This is an optimization exercise on Yosys and OpenROAD, whose aim is small area, not a production implementation. Only simulation tests tie the RTL to the original design; equivalence was not proved. Power is estimated from default activity; no workload was simulated.

File: flow/constraint.sdc
create_clock -name core_clock -period 10.0 [get_ports {clk}]
set_input_delay 2.0000 -clock core_clock [delete_from_list [all_inputs] [get_ports {clk}]]
set_output_delay 2.0000 -clock core_clock [all_outputs]
set_load 0.01 [all_outputs]
File: flow/config.mk
export PLATFORM = sky130hd
export DESIGN_NAME = display_font_rom
export DESIGN_NICKNAME = display_font_rom
export VERILOG_FILES = /design/flow/design.v
export SDC_FILE = /design/flow/constraint.sdc
export NUM_CORES = 4
export LEC_CHECK = 0
export ABC_AREA = 1
export CAP_MARGIN = 20
export CORE_MARGIN = 2
export CORE_UTILIZATION = 60
export CTS_BUF_LIST = sky130_fd_sc_hd__clkbuf_8
export CTS_CLUSTER_DIAMETER = 45
export CTS_CLUSTER_SIZE = 18
export PLACE_DENSITY = 0.7
export SLEW_MARGIN = 20
File: flow/design.v
module dfr_font_rom (code, glyph);
  input [6:0] code;
  wire [6:0] code;
  output [7:0] glyph;
  wire [7:0] glyph;
  wire _000_;
  wire _001_;
  wire _002_;
  wire _003_;
  wire _004_;
  wire _005_;
  wire _006_;
  wire _007_;
  wire _008_;
  wire _009_;
  wire _010_;
  wire _011_;
  wire _012_;
  wire _013_;
  wire _014_;
  wire _015_;
  wire _016_;
  wire _017_;
  wire _018_;
  wire _019_;
  wire _020_;
  wire _021_;
  wire _022_;
  wire _023_;
  wire _024_;
  wire _025_;
  wire _026_;
  wire _027_;
  wire _028_;
  wire _029_;
  wire _030_;
  wire _031_;
  wire _032_;
  wire _033_;
  wire _034_;
  wire _035_;
  wire _036_;
  wire _037_;
  wire _038_;
  wire _039_;
  wire _040_;
  wire _041_;
  wire _042_;
  wire _043_;
  wire _044_;
  wire _045_;
  wire _046_;
  wire _047_;
  wire _048_;
  wire _049_;
  wire _050_;
  wire _051_;
  wire _052_;
  wire _053_;
  wire _054_;
  wire _055_;
  wire _056_;
  wire _057_;
  wire _058_;
  wire _059_;
  wire _060_;
  wire _061_;
  wire _062_;
  wire _063_;
  wire _064_;
  wire _065_;
  wire _066_;
  wire _067_;
  wire _068_;
  wire _069_;
  wire _070_;
  wire _071_;
  wire _072_;
  wire _073_;
  wire _074_;
  wire _075_;
  wire _076_;
  wire _077_;
  wire _078_;
  wire _079_;
  wire _080_;
  wire _081_;
  wire _082_;
  wire _083_;
  wire _084_;
  wire _085_;
  wire _086_;
  wire _087_;
  wire _088_;
  wire _089_;
  wire _090_;
  wire _091_;
  wire _092_;
  wire _093_;
  wire _094_;
  wire _095_;
  wire _096_;
  wire _097_;
  wire _098_;
  wire _099_;
  wire _100_;
  wire _101_;
  wire _102_;
  wire _103_;
  wire _104_;
  wire _105_;
  wire _106_;
  wire _107_;
  wire _108_;
  wire _109_;
  wire _110_;
  wire _111_;
  wire _112_;
  wire _113_;
  wire _114_;
  wire _115_;
  wire _116_;
  wire _117_;
  wire _118_;
  wire _119_;
  wire _120_;
  wire _121_;
  wire _122_;
  wire _123_;
  wire _124_;
  wire _125_;
  wire _126_;
  wire _127_;
  wire _128_;
  wire _129_;
  wire _130_;
  wire _131_;
  wire _132_;
  wire _133_;
  wire _134_;
  wire _135_;
  wire _136_;
  wire _137_;
  wire _138_;
  wire _139_;
  wire _140_;
  wire _141_;
  wire _142_;
  wire _143_;
  wire _144_;
  wire _145_;
  wire _146_;
  wire _147_;
  wire _148_;
  wire _149_;
  wire _150_;
  wire _151_;
  wire _152_;
  wire _153_;
  wire _154_;
  wire _155_;
  wire _156_;
  wire _157_;
  wire _158_;
  wire _159_;
  wire _160_;
  wire _161_;
  wire _162_;
  wire _163_;
  wire _164_;
  wire _165_;
  wire _166_;
  wire _167_;
  wire _168_;
  wire _169_;
  wire _170_;
  wire _171_;
  wire _172_;
  wire _173_;
  wire _174_;
  wire _175_;
  wire _176_;
  assign _010_ = 4'h8 >> { _165_, code[4] };
  assign _011_ = 4'h4 >> { _156_, _133_ };
  assign _012_ = 4'h1 >> { _011_, _010_ };
  assign _013_ = 4'h8 >> { _012_, glyph[0] };
  assign _014_ = 4'h8 >> { _158_, code[3] };
  assign _015_ = 4'h4 >> { _014_, glyph[0] };
  assign _016_ = 4'h8 >> { _102_, code[0] };
  assign _017_ = 4'h1 >> { code[0], code[3] };
  assign _018_ = 4'h4 >> { _017_, _135_ };
  assign _019_ = 4'h2 >> { _018_, code[5] };
  assign _020_ = 4'h1 >> { _019_, _016_ };
  assign _021_ = 4'h8 >> { _020_, _120_ };
  assign _022_ = 4'h2 >> { _021_, code[6] };
  assign _023_ = 4'h4 >> { _022_, _015_ };
  assign _024_ = 4'h4 >> { _023_, _013_ };
  assign glyph[5] = 4'h1 >> { _024_, _163_ };
  assign _025_ = 4'h1 >> { _010_, _122_ };
  assign _026_ = 4'h4 >> { _025_, _134_ };
  assign _027_ = 4'h2 >> { _026_, _123_ };
  assign _028_ = 4'h8 >> { _131_, _117_ };
  assign _029_ = 4'h4 >> { _124_, code[2] };
  assign _030_ = 4'h1 >> { _029_, _133_ };
  assign _031_ = 4'h1 >> { _030_, code[6] };
  assign _032_ = 4'h4 >> { _109_, code[1] };
  assign _033_ = 4'h4 >> { _032_, _031_ };
  assign _034_ = 4'h1 >> { _033_, _028_ };
  assign _035_ = 4'h4 >> { _034_, _027_ };
  assign _036_ = 4'h1 >> { _128_, _121_ };
  assign _037_ = 4'h1 >> { _036_, code[2] };
  assign _038_ = 4'h1 >> { _111_, _068_ };
  assign _039_ = 4'h2 >> { _038_, code[2] };
  assign _040_ = 4'h8 >> { _039_, _131_ };
  assign _041_ = 4'h1 >> { _040_, _037_ };
  assign _042_ = 4'h2 >> { _041_, code[5] };
  assign _043_ = 4'h2 >> { _042_, _101_ };
  assign _044_ = 4'h8 >> { _155_, code[1] };
  assign _045_ = 4'h1 >> { _142_, _105_ };
  assign _046_ = 4'h1 >> { _045_, _044_ };
  assign _047_ = 4'h2 >> { _046_, _043_ };
  assign _048_ = 4'h8 >> { _039_, code[3] };
  assign _049_ = 4'h4 >> { _048_, _043_ };
  assign _050_ = 4'h1 >> { _049_, _047_ };
  assign glyph[4] = 4'h7 >> { _050_, _035_ };
  assign _051_ = 4'h8 >> { _017_, code[2] };
  assign _052_ = 4'h4 >> { _051_, _134_ };
  assign _053_ = 4'h2 >> { _156_, _145_ };
  assign _054_ = 4'h2 >> { _053_, _101_ };
  assign _055_ = 4'h4 >> { _054_, _052_ };
  assign _056_ = 4'h1 >> { code[3], code[4] };
  assign _058_ = 4'h4 >> { _056_, _167_ };
  assign _059_ = 4'h8 >> { _058_, _055_ };
  assign _060_ = 4'h2 >> { _043_, _174_ };
  assign _061_ = 4'h1 >> { _026_, code[6] };
  assign _062_ = 4'h1 >> { _039_, _121_ };
  assign _063_ = 4'h1 >> { _062_, code[5] };
  assign _064_ = 4'h1 >> { _044_, _176_ };
  assign _065_ = 4'h1 >> { _064_, code[0] };
  assign _066_ = 4'h1 >> { _065_, _032_ };
  assign _067_ = 4'h4 >> { _066_, _040_ };
  assign _069_ = 4'h4 >> { _067_, _063_ };
  assign _070_ = 4'h2 >> { _069_, code[6] };
  assign _071_ = 4'h8 >> { _111_, _088_ };
  assign _072_ = 4'h1 >> { _071_, _070_ };
  assign _073_ = 4'h4 >> { _072_, _061_ };
  assign _074_ = 4'h4 >> { _073_, _060_ };
  assign glyph[3] = 4'hb >> { _074_, _059_ };
  assign _075_ = 4'h1 >> { _172_, _145_ };
  assign _076_ = 4'h8 >> { _075_, _029_ };
  assign _077_ = 4'h2 >> { _076_, _055_ };
  assign _079_ = 4'h1 >> { _077_, _031_ };
  assign _080_ = 4'h8 >> { _137_, code[5] };
  assign _081_ = 4'h1 >> { _080_, _135_ };
  assign _082_ = 4'h1 >> { _081_, _012_ };
  assign glyph[2] = 4'h1 >> { _082_, _079_ };
  assign _083_ = 4'h4 >> { _059_, _130_ };
  assign _084_ = 4'h4 >> code[5:4];
  assign _085_ = 4'h1 >> { _084_, _145_ };
  assign _086_ = 4'h2 >> { _085_, code[3] };
  assign _087_ = 4'h1 >> { _165_, code[5] };
  assign _089_ = 4'h4 >> { _087_, _118_ };
  assign _090_ = 4'h8 >> { _089_, _025_ };
  assign _091_ = 4'h4 >> { _143_, code[3] };
  assign _092_ = 4'h1 >> { _091_, _080_ };
  assign _093_ = 4'h4 >> { _092_, _090_ };
  assign _094_ = 4'h4 >> { _093_, _086_ };
  assign _095_ = 4'h1 >> { _094_, _083_ };
  assign _096_ = 4'h2 >> { _095_, code[6] };
  assign _097_ = 4'h4 >> { _130_, code[6] };
  assign glyph[1] = 4'he >> { _097_, _096_ };
  assign glyph[7] = 4'h8 >> { _163_, _128_ };
  assign _057_ = 4'h1 >> code[1:0];
  assign _068_ = 4'h4 >> { _057_, code[4] };
  assign _078_ = 4'h8 >> { code[2], code[3] };
  assign _088_ = 4'h1 >> { code[2], code[3] };
  assign _098_ = 4'h8 >> { _088_, code[5] };
  assign _099_ = 4'h1 >> { _098_, _078_ };
  assign _100_ = 4'h2 >> { _099_, _068_ };
  assign _101_ = 4'h2 >> { _100_, code[6] };
  assign _102_ = 4'h8 >> { code[3], code[4] };
  assign _103_ = 4'h1 >> { _102_, code[1] };
  assign _104_ = 4'h8 >> { code[1], code[3] };
  assign _105_ = 4'h8 >> { _104_, code[4] };
  assign _106_ = 4'h1 >> { _105_, _103_ };
  assign _107_ = 4'h1 >> { _106_, code[2] };
  assign _108_ = 4'h1 >> { code[0], code[4] };
  assign _109_ = 4'h4 >> { code[2], code[3] };
  assign _110_ = 4'h2 >> { _109_, _108_ };
  assign _111_ = 4'h8 >> code[1:0];
  assign _112_ = 4'h8 >> { _111_, _109_ };
  assign _113_ = 4'h1 >> { _112_, _110_ };
  assign _114_ = 4'h4 >> { _113_, _107_ };
  assign _115_ = 4'h4 >> { _114_, _101_ };
  assign _116_ = 4'h2 >> { code[1], code[2] };
  assign _117_ = 4'h4 >> { code[1], code[2] };
  assign _118_ = 4'h1 >> { _117_, _116_ };
  assign _119_ = 4'h2 >> { _118_, code[3] };
  assign _120_ = 4'h1 >> { _119_, _068_ };
  assign _121_ = 4'h8 >> { code[0], code[4] };
  assign _122_ = 4'h8 >> { _121_, _116_ };
  assign _123_ = 4'h2 >> { _122_, _120_ };
  assign _124_ = 4'h1 >> { _108_, code[3] };
  assign _125_ = 4'h2 >> { _121_, code[1] };
  assign _126_ = 4'h8 >> { _125_, _124_ };
  assign _127_ = 4'h8 >> { _126_, code[2] };
  assign _128_ = 4'h8 >> { _108_, _104_ };
  assign _129_ = 4'h1 >> { _128_, _127_ };
  assign _130_ = 4'h8 >> { _129_, _123_ };
  assign _131_ = 4'h4 >> { code[0], code[4] };
  assign _132_ = 4'h1 >> { _131_, _078_ };
  assign _133_ = 4'h4 >> { _132_, _110_ };
  assign _134_ = 4'h4 >> { _133_, _130_ };
  assign _135_ = 4'h8 >> { code[1], code[4] };
  assign _136_ = 4'h1 >> { _135_, _134_ };
  assign _137_ = 4'h8 >> { code[2], code[4] };
  assign _138_ = 4'h4 >> { _137_, _136_ };
  assign _139_ = 4'h4 >> { _078_, _057_ };
  assign _140_ = 4'h1 >> { _139_, _126_ };
  assign _141_ = 4'h1 >> { _140_, code[5] };
  assign _142_ = 4'h2 >> code[5:4];
  assign _143_ = 4'h2 >> { _142_, code[1] };
  assign _144_ = 4'h1 >> { _131_, _111_ };
  assign _145_ = 4'h1 >> { _144_, _143_ };
  assign _146_ = 4'h8 >> { _145_, code[3] };
  assign _147_ = 4'h8 >> { _078_, code[5] };
  assign _148_ = 4'h1 >> { _147_, _128_ };
  assign _149_ = 4'h1 >> { _148_, _139_ };
  assign _150_ = 4'h1 >> { _149_, _146_ };
  assign _151_ = 4'h8 >> { _150_, _101_ };
  assign _152_ = 4'h4 >> { _151_, _141_ };
  assign _153_ = 4'h4 >> { _152_, _138_ };
  assign glyph[6] = 4'he >> { _153_, _115_ };
  assign _154_ = 4'h2 >> { code[0], code[4] };
  assign _155_ = 4'h2 >> { code[2], code[3] };
  assign _156_ = 4'h1 >> { _155_, _109_ };
  assign _157_ = 4'h4 >> { _156_, _154_ };
  assign _158_ = 4'h1 >> { _131_, code[1] };
  assign _159_ = 4'h4 >> { _158_, _157_ };
  assign _160_ = 4'h4 >> { _117_, code[4] };
  assign _161_ = 4'h1 >> { _160_, code[6] };
  assign _162_ = 4'h4 >> { _161_, _127_ };
  assign _163_ = 4'h4 >> { _162_, _159_ };
  assign _164_ = 4'h2 >> { _121_, _098_ };
  assign _165_ = 4'h1 >> { code[0], code[2] };
  assign _166_ = 4'h4 >> { _165_, code[4] };
  assign _167_ = 4'h2 >> { code[5], code[0] };
  assign _168_ = 4'h8 >> { _167_, _137_ };
  assign _169_ = 4'h1 >> { _168_, _166_ };
  assign _170_ = 4'h4 >> { _169_, _164_ };
  assign _171_ = 4'h2 >> { _170_, code[1] };
  assign _172_ = 4'h8 >> { _121_, code[5] };
  assign _173_ = 4'h8 >> { _172_, _155_ };
  assign _174_ = 4'h4 >> { _155_, code[1] };
  assign _175_ = 4'h4 >> { _116_, code[0] };
  assign _176_ = 4'h8 >> { _109_, code[4] };
  assign _000_ = 4'h1 >> { _176_, _175_ };
  assign _001_ = 4'h4 >> { _000_, _174_ };
  assign _002_ = 4'h4 >> { _001_, _173_ };
  assign _003_ = 4'h4 >> { _002_, _171_ };
  assign _004_ = 4'h2 >> { _003_, _101_ };
  assign _005_ = 4'h1 >> { _111_, _109_ };
  assign _006_ = 4'h4 >> { _005_, _157_ };
  assign _007_ = 4'h2 >> { _147_, _101_ };
  assign _008_ = 4'h1 >> { _007_, _006_ };
  assign _009_ = 4'h8 >> { _008_, _136_ };
  assign glyph[0] = 4'h1 >> { _009_, _004_ };
endmodule
module dfr_segment_encoder (
    input  wire [7:0] code,
    output wire [6:0] stored
);
    wire printable = !code[7] && (code[6:5] != 2'b00) && (code[6:0] != 7'h7F);
    assign stored = printable ? code[6:0] : 7'h20;
endmodule
module display_font_rom (
    input  wire        clk,
    input  wire        rst,          
    input  wire        tick,         
    input  wire        in_valid,
    input  wire [31:0] in_data,
    output wire        in_ready,
    output wire        rsp_valid,
    output wire [31:0] rsp_data,
    output reg         load,         
    output reg         din,          
    output reg         sclk          
);
    localparam [3:0] OP_SETUP    = 4'h1, OP_SET_TEXT = 4'h2, OP_ALIGN = 4'h3,
                     OP_EFFECT   = 4'h4, OP_SCROLL   = 4'h5, OP_DEMO  = 4'h6,
                     OP_PRINT    = 4'h7;
    localparam [2:0] ST_OK = 3'd0, ST_OUT_OF_RANGE = 3'd1, ST_BAD_MAP = 3'd2,
                     ST_IGNORED = 3'd3, ST_BAD_CMD = 3'd4;
    localparam [1:0] EFF_NONE = 2'd0, EFF_BLINK = 2'd1, EFF_SCROLL = 2'd2;
    localparam [2:0] S_IDLE = 3'd0, S_ADVANCE = 3'd1, S_INIT = 3'd2,
                     S_FETCH = 3'd3, S_ALIGN = 3'd4, S_SHIFT = 3'd5;
    localparam [1:0] C_HDR = 2'd0, C_PAY = 2'd1, C_EXEC = 2'd2, C_RSP = 2'd3;
    reg  [4:0]   rt;                 
    reg  [4:0]   rq;                 
    reg  [223:0] tring;              
    reg  [104:0] pring;              
    wire [4:0] rt_next = rt + 5'd1;
    wire [4:0] rq_next = (rq >= 5'd11) ? rq - 5'd11 : rq + 5'd10;
    localparam [4:0] PIN_NONE = 5'd31;
    reg        configured;
    reg  [4:0] nseg, ndig;
    reg  [5:0] text_len;
    reg  [4:0] start_pos;
    reg  [4:0] win_w;                
    reg  [4:0] visible_idx;
    reg  [1:0] effect;
    reg  [7:0] cycles_left;          
    reg        demo_mode;
    reg  [6:0] demo_idx;             
    reg  [7:0] demo_cycles_left;
    reg        blink_on;
    reg  [1:0] eff_timer;
    reg  [2:0]  fsm;
    reg         tick_pending;
    reg  [4:0]  pos;                 
    reg  [4:0]  rem;                 
    reg  [4:0]  bc;                  
    reg  [1:0]  cstate;
    reg  [11:0] c_n, c_cnt;
    reg  [2:0]  c_st;
    reg         c_setup;             
    reg         c_text;              
    reg         c_print;
    reg         c_clr;               
    wire [7:0]  lit = c_n[7:0];              
    wire [6:0]  k   = c_cnt[6:0];            
    wire [5:0] vis_len = (text_len < {1'b0, win_w}) ? text_len : {1'b0, win_w};
    wire [6:0] len_less = {1'b0, text_len} - {2'b0, win_w};
    wire       ss_wrap  = len_less[6] || ({2'b0, visible_idx} >= len_less);
    wire [4:0] ss_idx   = ss_wrap ? 5'd0 : visible_idx + 5'd1;
    wire       ss_count = ss_wrap && (cycles_left != 8'd0);
    wire       ss_done  = ss_count && (cycles_left == 8'd1);
    wire [7:0] ds_next  = {1'b0, demo_idx} + 8'd1;
    wire       ds_wrap  = (ds_next + {3'b0, ndig}) > 8'h7F;
    wire [6:0] ds_idx   = ds_wrap ? 7'h20 : ds_next[6:0];
    wire       ds_count = ds_wrap && (demo_cycles_left != 8'd0);
    wire       ds_done  = ds_count && (demo_cycles_left == 8'd1);
    wire hdr_state = (cstate == C_HDR) || (cstate == C_RSP);
    wire need_t    = c_text && (c_cnt < 12'd32);
    wire need_p    = c_setup && (c_st == ST_OK);
    wire pin_ok    = (in_data[7:0] <= 8'd19);
    wire pay_rdy   = !c_clr &&
                     !(need_t && (rt_next != c_cnt[4:0])) &&
                     !(need_p && pin_ok && (rq_next != in_data[4:0]));
    assign in_ready = (cstate == C_PAY) ? pay_rdy
                                        : (hdr_state && (fsm == S_IDLE) && !tick_pending);
    wire        hdr_fire = in_valid && in_ready && hdr_state;
    wire        pay_fire = in_valid && in_ready && (cstate == C_PAY);
    wire [3:0]  h_op = in_data[31:28];
    wire [7:0]  h_a  = in_data[27:20];
    wire [7:0]  h_b  = in_data[19:12];
    wire [11:0] h_n  = in_data[11:0];
    wire [7:0]  pb   = in_data[7:0];
    wire [5:0] h_sum    = {1'b0, h_a[4:0]} + {1'b0, h_b[4:0]};
    wire       h_map_ok = (h_a[7:5] == 3'd0) && (h_b[7:5] == 3'd0) &&
                          (h_n[11:6] == 6'd0) && (h_n[5:0] == h_sum) && (h_n[5:0] <= 6'd20) &&
                          (h_a[4:0] != 5'd0) && (h_b[4:0] != 5'd0);
    wire       h_print = (h_op == OP_PRINT);
    wire       h_textop = (h_op == OP_SET_TEXT) || h_print;
    wire       h_win   = configured && (h_print ? (h_a < {3'b0, ndig})
                                                : ((h_a <= h_b) && (h_b < {3'b0, ndig})));
    wire [4:0] h_end   = h_print ? ndig : (h_b[4:0] + 5'd1);    
    wire       h_ign   = h_print && demo_mode;
    wire       h_text_ok = h_textop && h_win && !h_ign;
    wire [5:0] h_len   = (h_n > 12'd32) ? 6'd32 : h_n[5:0];
    wire [1:0]       al_sel = (h_a[1:0] == 2'd3) ? 2'd0 : h_a[1:0];
    wire [4:0]       al_right  = len_less[6] ? 5'd0 : len_less[4:0];
    wire [4:0]       al_center = len_less[6] ? 5'd0 : len_less[5:1];
    wire [11:0] rsp_cnt = (c_st == ST_IGNORED) ? c_n :
                          (c_print && c_st == ST_OK) ? ((c_n > 12'd32) ? 12'd32 : c_n) :
                          12'd0;
    assign rsp_valid = (cstate == C_RSP);
    assign rsp_data  = {16'd0, 1'b0, c_st, rsp_cnt};
    wire [6:0] pb_code;
    dfr_segment_encoder u_enc (.code(pb), .stored(pb_code));
    wire [6:0] tap0 = tring[6:0];        
    wire [6:0] tap1 = tring[223:217];    
    wire [6:0] cur_code = demo_mode ? k : tap0;
    wire [7:0] cur_glyph;
    dfr_font_rom u_rom (.code(cur_code), .glyph(cur_glyph));
    wire       dp0    = (cur_code == 7'h2E);                     
    wire       dp1    = demo_mode ? (k == 7'h2D) : (tap1 == 7'h2E);    
    wire [4:0] win_lo = demo_mode ? 5'd0 : start_pos;
    wire       in_win = (pos >= win_lo) && (rem != 5'd0);
    wire       merge  = in_win && !dp0 && (rem[4:1] != 4'd0) && dp1;
    wire       show   = demo_mode || !((effect == EFF_BLINK) && !blink_on);
    wire       fetch_wait = in_win && !demo_mode && (rt != k[4:0]);
    wire [4:0] role    = pring[4:0];
    wire [4:0] selslot = nseg + pos;
    wire       seg_hit = (role[4:3] == 2'b00) && (role < nseg) && lit[role[2:0]];
    wire       pin_bit = seg_hit || (role == selslot);
    wire [4:0] tail    = pring[104:100];         
    wire       pb_dup  = (tail != PIN_NONE);
    always @(posedge clk) begin
        rt <= rt_next;
        rq <= rq_next;
        tring <= {tring[216:0],
                  (pay_fire && need_t) ? pb_code : tring[223:217]};
        pring <= {pring[99:0],
                  c_clr ? PIN_NONE : (pay_fire && need_p) ? c_cnt[4:0] : tail};
        if (rst) begin
            rt <= 5'd0;
            rq <= 5'd0;
            c_clr <= 1'b0;
            configured <= 1'b0;
            nseg <= 5'd0;
            ndig <= 5'd0;
            text_len <= 6'd0;
            start_pos <= 5'd0;
            win_w <= 5'd1;
            visible_idx <= 5'd0;
            effect <= EFF_NONE;
            cycles_left <= 8'd0;
            demo_mode <= 1'b0;
            demo_idx <= 7'h20;
            demo_cycles_left <= 8'd0;
            blink_on <= 1'b1;
            eff_timer <= 2'd0;
            fsm <= S_IDLE;
            tick_pending <= 1'b0;
            load <= 1'b1;
            din <= 1'b0;
            sclk <= 1'b0;
            cstate <= C_HDR;
        end else begin
            if (tick)
                tick_pending <= 1'b1;
            case (cstate)
                C_HDR, C_RSP: begin
                    cstate <= C_HDR;
                    if (hdr_fire) begin
                        c_n <= h_n;
                        c_cnt <= 12'd0;
                        c_setup <= 1'b0;
                        c_text <= 1'b0;
                        c_print <= h_print;
                        c_st <= ST_OK;
                        cstate <= (h_n == 12'd0) ? C_EXEC : C_PAY;
                        case (h_op)
                            OP_SETUP: begin
                                c_setup <= !configured;
                                c_clr <= !configured && h_map_ok;
                                bc <= 5'd0;
                                if (configured || !h_map_ok)
                                    c_st <= ST_BAD_MAP;
                                if (!configured) begin
                                    nseg <= h_a[4:0];
                                    ndig <= h_b[4:0];
                                end
                            end
                            OP_SET_TEXT, OP_PRINT: begin
                                if (h_ign)
                                    c_st <= ST_IGNORED;
                                else if (!h_win)
                                    c_st <= ST_OUT_OF_RANGE;
                                if (h_text_ok) begin
                                    c_text <= 1'b1;
                                    text_len <= h_len;
                                    start_pos <= h_a[4:0];
                                    win_w <= h_end - h_a[4:0];
                                    visible_idx <= 5'd0;
                                end
                            end
                            OP_ALIGN: begin
                                if (effect != EFF_SCROLL) begin
                                    case (al_sel)
                                        2'd0:    visible_idx <= 5'd0;
                                        2'd2:    visible_idx <= al_right;
                                        default: visible_idx <= al_center;
                                    endcase
                                end
                            end
                            OP_EFFECT: begin
                                effect <= (h_a[1:0] == 2'd3) ? EFF_NONE : h_a[1:0];
                                cycles_left <= h_b;
                                blink_on <= 1'b1;
                                eff_timer <= 2'd0;
                                if (h_a[1:0] == EFF_SCROLL)
                                    visible_idx <= 5'd0;
                            end
                            OP_SCROLL: begin
                                if (effect == EFF_SCROLL) begin
                                    visible_idx <= ss_idx;
                                    if (ss_count)
                                        cycles_left <= cycles_left - 8'd1;
                                    if (ss_done)
                                        effect <= EFF_NONE;
                                end
                            end
                            OP_DEMO: begin
                                demo_mode <= (h_a[1:0] == 2'd1);
                                demo_cycles_left <= h_b;
                                demo_idx <= 7'h20;
                                eff_timer <= 2'd0;
                            end
                            default: c_st <= ST_BAD_CMD;
                        endcase
                    end
                end
                C_PAY: if (c_clr) begin
                    bc <= bc + 5'd1;
                    if (bc == 5'd20)
                        c_clr <= 1'b0;
                end else if (pay_fire) begin
                    if (c_setup && (!pin_ok || pb_dup))
                        c_st <= ST_BAD_MAP;
                    c_cnt <= c_cnt + 12'd1;
                    if (c_cnt + 12'd1 == c_n)
                        cstate <= C_EXEC;
                end
                default: begin   
                    if (c_setup && (c_st == ST_OK))
                        configured <= 1'b1;
                    cstate <= C_RSP;
                end
            endcase
            case (fsm)
                S_IDLE: begin
                    if (tick_pending && hdr_state && !hdr_fire) begin
                        tick_pending <= tick;
                        if (configured)
                            fsm <= S_ADVANCE;
                    end
                end
                S_ADVANCE: begin
                    if (demo_mode) begin
                        if (eff_timer == 2'd2) begin
                            eff_timer <= 2'd0;
                            demo_idx <= ds_idx;
                            if (ds_count)
                                demo_cycles_left <= demo_cycles_left - 8'd1;
                            if (ds_done)
                                demo_mode <= 1'b0;
                        end else begin
                            eff_timer <= eff_timer + 2'd1;
                        end
                    end else if (effect == EFF_BLINK) begin
                        if (eff_timer != 2'd0) begin
                            eff_timer <= 2'd0;
                            blink_on <= !blink_on;
                            if (!blink_on && (cycles_left != 8'd0)) begin
                                cycles_left <= cycles_left - 8'd1;
                                if (cycles_left == 8'd1)
                                    effect <= EFF_NONE;
                            end
                        end else begin
                            eff_timer <= eff_timer + 2'd1;
                        end
                    end else if (effect == EFF_SCROLL) begin
                        if (eff_timer == 2'd2) begin
                            eff_timer <= 2'd0;
                            visible_idx <= ss_idx;
                            if (ss_count)
                                cycles_left <= cycles_left - 8'd1;
                            if (ss_done)
                                effect <= EFF_NONE;
                        end else begin
                            eff_timer <= eff_timer + 2'd1;
                        end
                    end else begin
                        eff_timer <= 2'd0;
                    end
                    fsm <= S_INIT;
                end
                S_INIT: begin
                    pos <= 5'd0;
                    c_cnt[6:0] <= demo_mode ? demo_idx : {2'b0, visible_idx};   
                    rem <= demo_mode ? ndig : vis_len[4:0];
                    fsm <= S_FETCH;
                end
                S_FETCH: begin
                    if (!fetch_wait) begin
                        c_n[7:0] <= (in_win && show) ? (cur_glyph | (merge ? 8'h80 : 8'h00)) : 8'h00;   
                        if (in_win) begin
                            c_cnt[6:0] <= k + (merge ? 7'd2 : 7'd1);
                            rem <= rem - (merge ? 5'd2 : 5'd1);
                        end
                        fsm <= S_ALIGN;
                    end
                end
                S_ALIGN: begin
                    if (rq == 5'd2) begin
                        load <= 1'b0;
                        din <= 1'b0;         
                        bc <= 5'd0;
                        fsm <= S_SHIFT;
                    end
                end
                S_SHIFT: begin
                    if (!sclk) begin
                        sclk <= 1'b1;
                    end else begin
                        din <= 1'b0;
            sclk <= 1'b0;
                        if (bc == 5'd23) begin
                            load <= 1'b1;
                            if (pos == ndig - 5'd1) begin
                                fsm <= S_IDLE;
                            end else begin
                                pos <= pos + 5'd1;
                                fsm <= S_FETCH;
                            end
                        end else begin
                            bc <= bc + 5'd1;
                            din <= (bc >= 5'd3) ? pin_bit : 1'b0;
                        end
                    end
                end
                default: fsm <= S_IDLE;
            endcase
        end
    end
endmodule
File: flow/run.sh
#!/bin/bash
# synth_recipe.tcl (not shown) runs the flow's synth.tcl, then flattens the netlist and writes it again
# the make line also repeats each setting of config.mk as NAME=value (left out here)
make -C /OpenROAD-flow-scripts/flow DESIGN_CONFIG=/design/flow/config.mk WORK_HOME=/design/flow/orfs CLKGATE_MAP_FILE= SYNTH_SCRIPT=/design/flow/synth_recipe.tcl finish
==> impl_metrics.toml <==
[floorplan]
io_pins = 73
initial_core_util = 0.613
rows = 63
die_area_um2 = 31800
core_um2 = 29800
die_y_um = 178
die_x_um = 178

[cts]
cts_max_level = 2
cts_setup_buffers = 0
postCtsResizedCells = 0
cts_tree = "yes"
worstSkewPairLatency_ns = 0.61
cts_buffers = 44
cts.clk_slew.worst_paths_ns = 0.10
ctsHoldBuffers = 0
cts_root_buffer = "clkbuf_8"
cts_buffer_depth = 3
clock_sinks = 455

[timing]
tns_ns = 0
slew_violations = 0
finalHoldViolations = 0
setup_viol = 0
slew_headroom = 0.302
fmax_mhz = 162
skew_ns = 0.0261
period_needed_ns = 6.17
whs_ns = 0.319
period_share = 0.617
rsz0062_at_grt = "no"
worst_pin_slew_ns = 1.04

[routing]
dr.pass1.iters = 6
drt.antenna.violating_nets = 0
drcViolationCount = 0
vias = 14200
wl_mm = 44.9
viasPerCell = 5.49
drt_iter0_drc = 1368
wl_per_cell_um = 17.3

[logic_synthesis]
synthCells = 2104
synth_top_area_frac = 0.450
synth_area_um2 = 18300
synth.distinct_cells = 54
ys_seq_elements = 455
synth_top_area_cell = "dfxtp_1"
yosysWarnings = 1
synth.avg_cell_area_um2 = 8.68
yosysSeqAreaShare = 0.524
synthTopCellsByArea = "dfxtp_1, nand2_1, edfxtp_1, ha_1, inv_1"

[worst_setup_path]
regToRegStartpoint = "demo_mode"
r2r_end = "c_cnt[4]"
crit_fanout = 7
setup.worst_path.end_class = "output pin"
r2r_cells = 21
r2r_slack_ns = 5.50
startpoint_type = "primary input"
critical_path_class = "primary input to output pin"
cp.required_ns = 8.00
cp_data_arrival_time_ns = 4.17

[min_path]
whs_path_depth = 0
hold_path_end = "tring[36]"
worstHoldPathType = "register to register"
hp-start = "tring[29]"

[global_route]
global_route.usage.met1 = 0.386
grt_pass1_vias = 13500
gr-total-overflow = 0
gr-usage-all-layers = 0.285
grt_pass1_wl_mm = 70.9
grt_busiest_layer = "met2"
grt_antenna_before_repair = 2
grt_max_degree = 68
met3_usage = 0.0458
use_met2 = 0.459

[placement]
place_area_um2 = 19100
gp_congestion = 0.951
portBuffers = 55
post-dp-hpwl_mm = 33.2

[power]
vdd_ir_drop_max_uv = 176
p_per_area_nw_per_um2 = 227
power_mw = 4.56
p_leak_nw = 8.66

[run]
drv_cap = 0

[finish]
fillers = 2461
layout_common_cells = "dfxtp_1, nand2_1, inv_1"
final_net_count = 2305
mostFrequentLayoutCell = "dfxtp_1"
design_area_um2 = 20100
drive_above_1_share = 0.0559
fin_util = 0.673
syn_to_final_growth_pct = 9.85

[outcome]
outcome = "no timing/DRC/antenna violations"
## stage by stage
stage | setup slack (ns) | cells
floorplan | 5.41 | 2120
global placement | 3.85 | 2517
detailed placement | 3.83 | 2517
CTS | 3.83 | 2590
global route | 3.79 | 2590
finish | 3.83 | 2591
## critical path: stages
cell and delay (ns):
clkdlybuf4s50_1 0.76, inv_1 0.14, xor2_1 0.18, nor2_1 0.09, nand3_1 0.13, nand2_1 0.13
nand2_2 0.07, nand2_4 0.11, clkdlybuf4s50_1 0.55
## worst max path at each step
stage	start	endpoint	slack [ns]	cells after the start
global route	in_data[4]	in_ready	3.79	9
CTS	in_data[4]	in_ready	3.83	9
finish	in_data[4]	in_ready	3.83	9
floorplan	in_data[3]	in_ready	5.41	6
global placement	in_data[4]	in_ready	3.85	9
detailed placement	in_data[4]	in_ready	3.83	9
## synthesized netlist by cell type (all sizes together)
master and n:
a31oi 9, o221ai 4, nand4 32, ha 90
a211oi 3, clkbuf 27, o2111ai 4, fa 6
o211a 1, nor3 33, buf 28, nor2 183
a21boi 3, clkinv 7, nand3b 3, a221oi 1
and3 1, o211ai 24, o41ai 2, or2 10
o21bai 7, a32o 2, xor2 58, nor4b 1
inv 248, a21oi 138, o21a 4, nor3b 1
o31ai 8, nor4 9, o21ai 134, nand3 118
edfxtp 45, a2111oi 1, or3 1, xnor2 28
dfxtp 410, nand2 413, conb 1, a22oi 1
a41oi 1, o22ai 4
## state kept, by name, summed over array words and instances, names as in the netlist, 2 cells and up
signal and flops:
tring 224, pring 105, c_cnt 12, c_n 12, cycles_left 8, demo_cycles_left 8
demo_idx 7, text_len 6, bc 5, ndig 5, nseg 5, pos 5
rem 5, rq 5, rt 5, start_pos 5, visible_idx 5, win_w 5
c_st 3, fsm 3, cstate 2, eff_timer 2, effect 2
## layout make-up
class | count | area, um2 | area share
antenna | 1 | 2.50 | 0.000125
clock buffer | 45 | 619 | 0.0309
clock inverter | 28 | 322 | 0.0160
inverter | 255 | 957 | 0.0477
multi-input combinational | 1355 | 7500 | 0.374
sequential | 455 | 9560 | 0.477
tap | 390 | 488 | 0.0243
timing repair buffer | 62 | 603 | 0.0301
## kinds of logic (layout without fill, tap and decap cells)
logic type,Yosys count,count (layout),share of synthesized area
xor gates and xnor gates,86,86,0.0413
AOI/OAI and AO/OA,351,351,0.109
and+or+nand+nor,805,805,0.189
buffers and inverters,310,390,0.0687
adders and majority gates,96,96,0.0683
DFF,455,455,0.524
other,1,18,0.000205
## layer usage
layer / up-vias / wire, um
li1: 6994 / -
met1: 6554 / 20200
met2: 556 / 20200
met3: 120 / 2890
met4: 0 / 1630
met5: - / 0
## where the power goes
group / switching (mW) / internal (mW) / leakage, nW / total (mW)
logic: 0.698 / 0.367 / 4.42 / 1.06
registers: 0.175 / 2.11 / 3.76 / 2.29
clock network: 0.688 / 0.518 / 0.485 / 1.21
total: 1.56 / 3.00 / 8.66 / 4.56

separate check: timing with driven ports:
The results above use ideal ports. As a check the final layout listed here was re-extracted and re-timed, cells and wires unchanged.
Step 1, drivers: a clkbuf_16 drives clk and a buf_2 each remaining input, both assumed.
Step 2 also shifts input and output timing later by t, the mid clock arrival at the registers, as if the neighbouring blocks saw the same clock.
Slacks: ideal ports / drivers / drivers and shift; pairs: ideal ports / drivers.
t, ns: 0.645
setup slack, ns: 3.826 / 3.803 / 3.803
worst data-port slew with drivers (ns): 0.09
After both steps this run still meets setup and hold. For this run, drivers alone change the setup slack by -0.023 ns; drivers and shift together by -0.023 ns.
